Context: an optimization exercise on an open-source flow, tuned for small area, a short achievable clock period and few clock cycles. The choices shown serve that exercise and are no tape-out recipe.
The RTL was checked by simulation tests, not by an equivalence proof against the original design.
Power figures rest on the tool's default switching activity, not on a simulated workload.

== rev 12 ==
Design stele_codec, start of the top module:
module stele_codec (
    input  wire        clk,
    input  wire        rst,
    input  wire        cmd_valid,
    output wire        cmd_ready,
    input  wire        cmd_op,         
    input  wire [31:0] pal0,
    input  wire [31:0] pal1,
    input  wire [31:0] pal2,
    input  wire [1:0]  pal_n,
    input  wire [15:0] width,
    input  wire [15:0] height,
    input  wire [31:0] npix,
    input  wire        px_valid,
    output wire        px_ready,
    input  wire [31:0] px_data,
    output wire        bo_valid,
    input  wire        bo_ready,
    output wire [7:0]  bo_data,
    input  wire        bi_valid,
    output wire        bi_ready,
    input  wire        bi_eos,
    input  wire [7:0]  bi_data,
    output wire        po_valid,
    input  wire        po_ready,
    output wire [31:0] po_data,
    output wire        busy,
    output reg         done,
    output reg         err,
    output wire [3:0]  err_kind,
    output reg  [2:0]  err_detail
);
    localparam [2:0] S_IDLE = 3'd0;
    localparam [2:0] S_DHDR = 3'd1;    
    localparam [2:0] S_MUL  = 3'd2;    
    localparam [2:0] S_EVAL = 3'd3;    
    localparam [2:0] S_EHDR = 3'd4;    
    localparam [2:0] S_ENC  = 3'd5;    
    localparam [2:0] S_DEC  = 3'd6;    
    reg  [2:0]  state;
    reg         s_idle, s_dhdr, s_ehdr, s_dec;
    reg  [2:0]  kind_r;
    assign err_kind = {1'b0, kind_r};
    reg         op_r;
    reg  [31:0] p0, p1, p2;
    reg         is3;          
    reg  [31:0] rem;          
    reg         rz;           
    reg  [3:0]  k;            
    reg         mm;           
    reg         ver_ok;
    reg  [31:0] sr;
    reg  [13:0] am;
  ...
==> flow/config.mk <==
export PLATFORM = sky130hd
export DESIGN_NAME = stele_codec
export DESIGN_NICKNAME = stele_codec
export VERILOG_FILES = /design/flow/design.v
export SDC_FILE = /design/flow/constraint.sdc
export NUM_CORES = 4
export LEC_CHECK = 0
export CAP_MARGIN = 20
export CORE_MARGIN = 2
export CORE_UTILIZATION = 40
export CTS_CLUSTER_DIAMETER = 100
export CTS_CLUSTER_SIZE = 30
export SLEW_MARGIN = 20
==> flow/constraint.sdc <==
create_clock -name core_clock -period 10.0 [get_ports {clk}]
set_input_delay 2.0000 -clock core_clock [delete_from_list [all_inputs] [get_ports {clk}]]
set_output_delay 2.0000 -clock core_clock [all_outputs]
set_load 0.01 [all_outputs]
standard.sh (not shown) runs the stock make flow with config.mk's settings and CLKGATE_MAP_FILE= SYNTH_SCRIPT=/design/flow/synth_recipe.tcl, a recipe that flattens the netlist after the stock synthesis.
==> flow/flow/run.sh <==
#!/bin/bash
set -euo pipefail
export BUFFER_PORTS_ARGS="-buffer_cell sky130_fd_sc_hd__buf_1"
export SETUP_SLACK_MARGIN=6.2
bash standard.sh finish > standard_flow.log 2>&1
Looking at the reports, rev 12 completed the entire flow and the layout it produced met the timing, design-rule and antenna checks.
Testbench counts of rev 12, summed over its fixed seeds: cycles 95,184.
For rev 13, these inputs were changed with respect to rev 12:
==> flow/flow/run.sh <==
#!/bin/bash
set -euo pipefail
export BUFFER_PORTS_ARGS="-buffer_cell sky130_fd_sc_hd__buf_1"
export SETUP_SLACK_MARGIN=6.1
export SETUP_REPAIR_SEQUENCE="unbuffer,sizedown,sizeup,swap"
bash standard.sh finish > standard_flow.log 2>&1
Results
Reported for rev 13 and rev 12, worst hold path cell count turned out identical to the last digit.
Summary of rev 13 over rev 12: post-CTS clock slew at the launch and capture registers of the worst setup and hold paths shows no meaningful change, average detailed-routed wire length per instance increased about 1.2%.


stele_codec again, from the RTL that the note above started with.
==> flow/config.mk <==
export PLATFORM = sky130hd
export DESIGN_NAME = stele_codec
export DESIGN_NICKNAME = stele_codec
export VERILOG_FILES = /design/flow/design.v
export SDC_FILE = /design/flow/constraint.sdc
export NUM_CORES = 4
export LEC_CHECK = 0
export CAP_MARGIN = 20
export CORE_MARGIN = 2
export CORE_UTILIZATION = 40
export CTS_CLUSTER_DIAMETER = 100
export CTS_CLUSTER_SIZE = 30
export SLEW_MARGIN = 20
==> flow/constraint.sdc <==
create_clock -name core_clock -period 10.0 [get_ports {clk}]
set_input_delay 2.0000 -clock core_clock [delete_from_list [all_inputs] [get_ports {clk}]]
set_output_delay 2.0000 -clock core_clock [all_outputs]
set_load 0.01 [all_outputs]
==> flow/flow/run.sh <==
#!/bin/bash
set -euo pipefail
export BUFFER_PORTS_ARGS="-buffer_cell sky130_fd_sc_hd__buf_1"
export SETUP_SLACK_MARGIN=6.0
export CTS_ARGS="-sink_clustering_enable -repair_clock_nets -sink_clustering_size 30 -sink_clustering_max_diameter 100 -distance_between_buffers 2000 -branching_point_buffers_distance 2000"
bash standard.sh finish > standard_flow.log 2>&1
The starting point completed with no timing, DRC or antenna violations.
Testbench counts at the start, summed over its fixed seeds: cycles 95,184.
==> next run, changes <==
==> flow/flow/run.sh (replaced) <==
#!/bin/bash
set -euo pipefail
export BUFFER_PORTS_ARGS="-buffer_cell sky130_fd_sc_hd__buf_1"
export SETUP_SLACK_MARGIN=6.0
bash standard.sh finish > standard_flow.log 2>&1
- CORE_UTILIZATION: 40 -> 55
=> Via count stays flat; hold slack stays flat; flip-flop and latch count is unchanged; utilization increases by 17 points; global-route usage increases by 7.0 points; routed wire length decreases by a little under a tenth; clock-buffer cell count decreases by 1; area after synthesis is unchanged; power increases slightly; maximum frequency increases slightly.

[afterwards: timing with drivers on the ports]
Ports are ideal in the flow. The routed layouts listed here were re-timed in OpenROAD. Step 1: set_driving_cell puts a clkbuf_16 on clk and a buf_2 on each other input, an assumption about the parent block. Step 2 also shifts input and output timing later by t, the mid clock arrival at the registers, as if the neighbouring blocks saw the same clock. Slacks: no drivers / after step 1 / after step 2; pairs: no drivers / after step 1.
run	t (ns)	setup slack, ns	hold slack, ns	worst slew at a driven data input, ns
rev 12	0.544	6.118 / 6.064 / 5.729	0.471 / 0.471 / 0.471	0.11
rev 13	0.541	6.097 / 6.044 / 5.732	0.476 / 0.476 / 0.476	0.08
the first run of note 2	0.542	6.071 / 6.017 / 5.613	0.467 / 0.467 / 0.467	0.10
the second run of note 2	0.546	6.091 / 6.041 / 5.587	0.465 / 0.465 / 0.465	0.07
After both steps setup and hold are still met in every run listed. For the second run of note 2, which loses most, drivers alone change the setup slack by -0.050 ns; drivers and shift together by -0.504 ns.
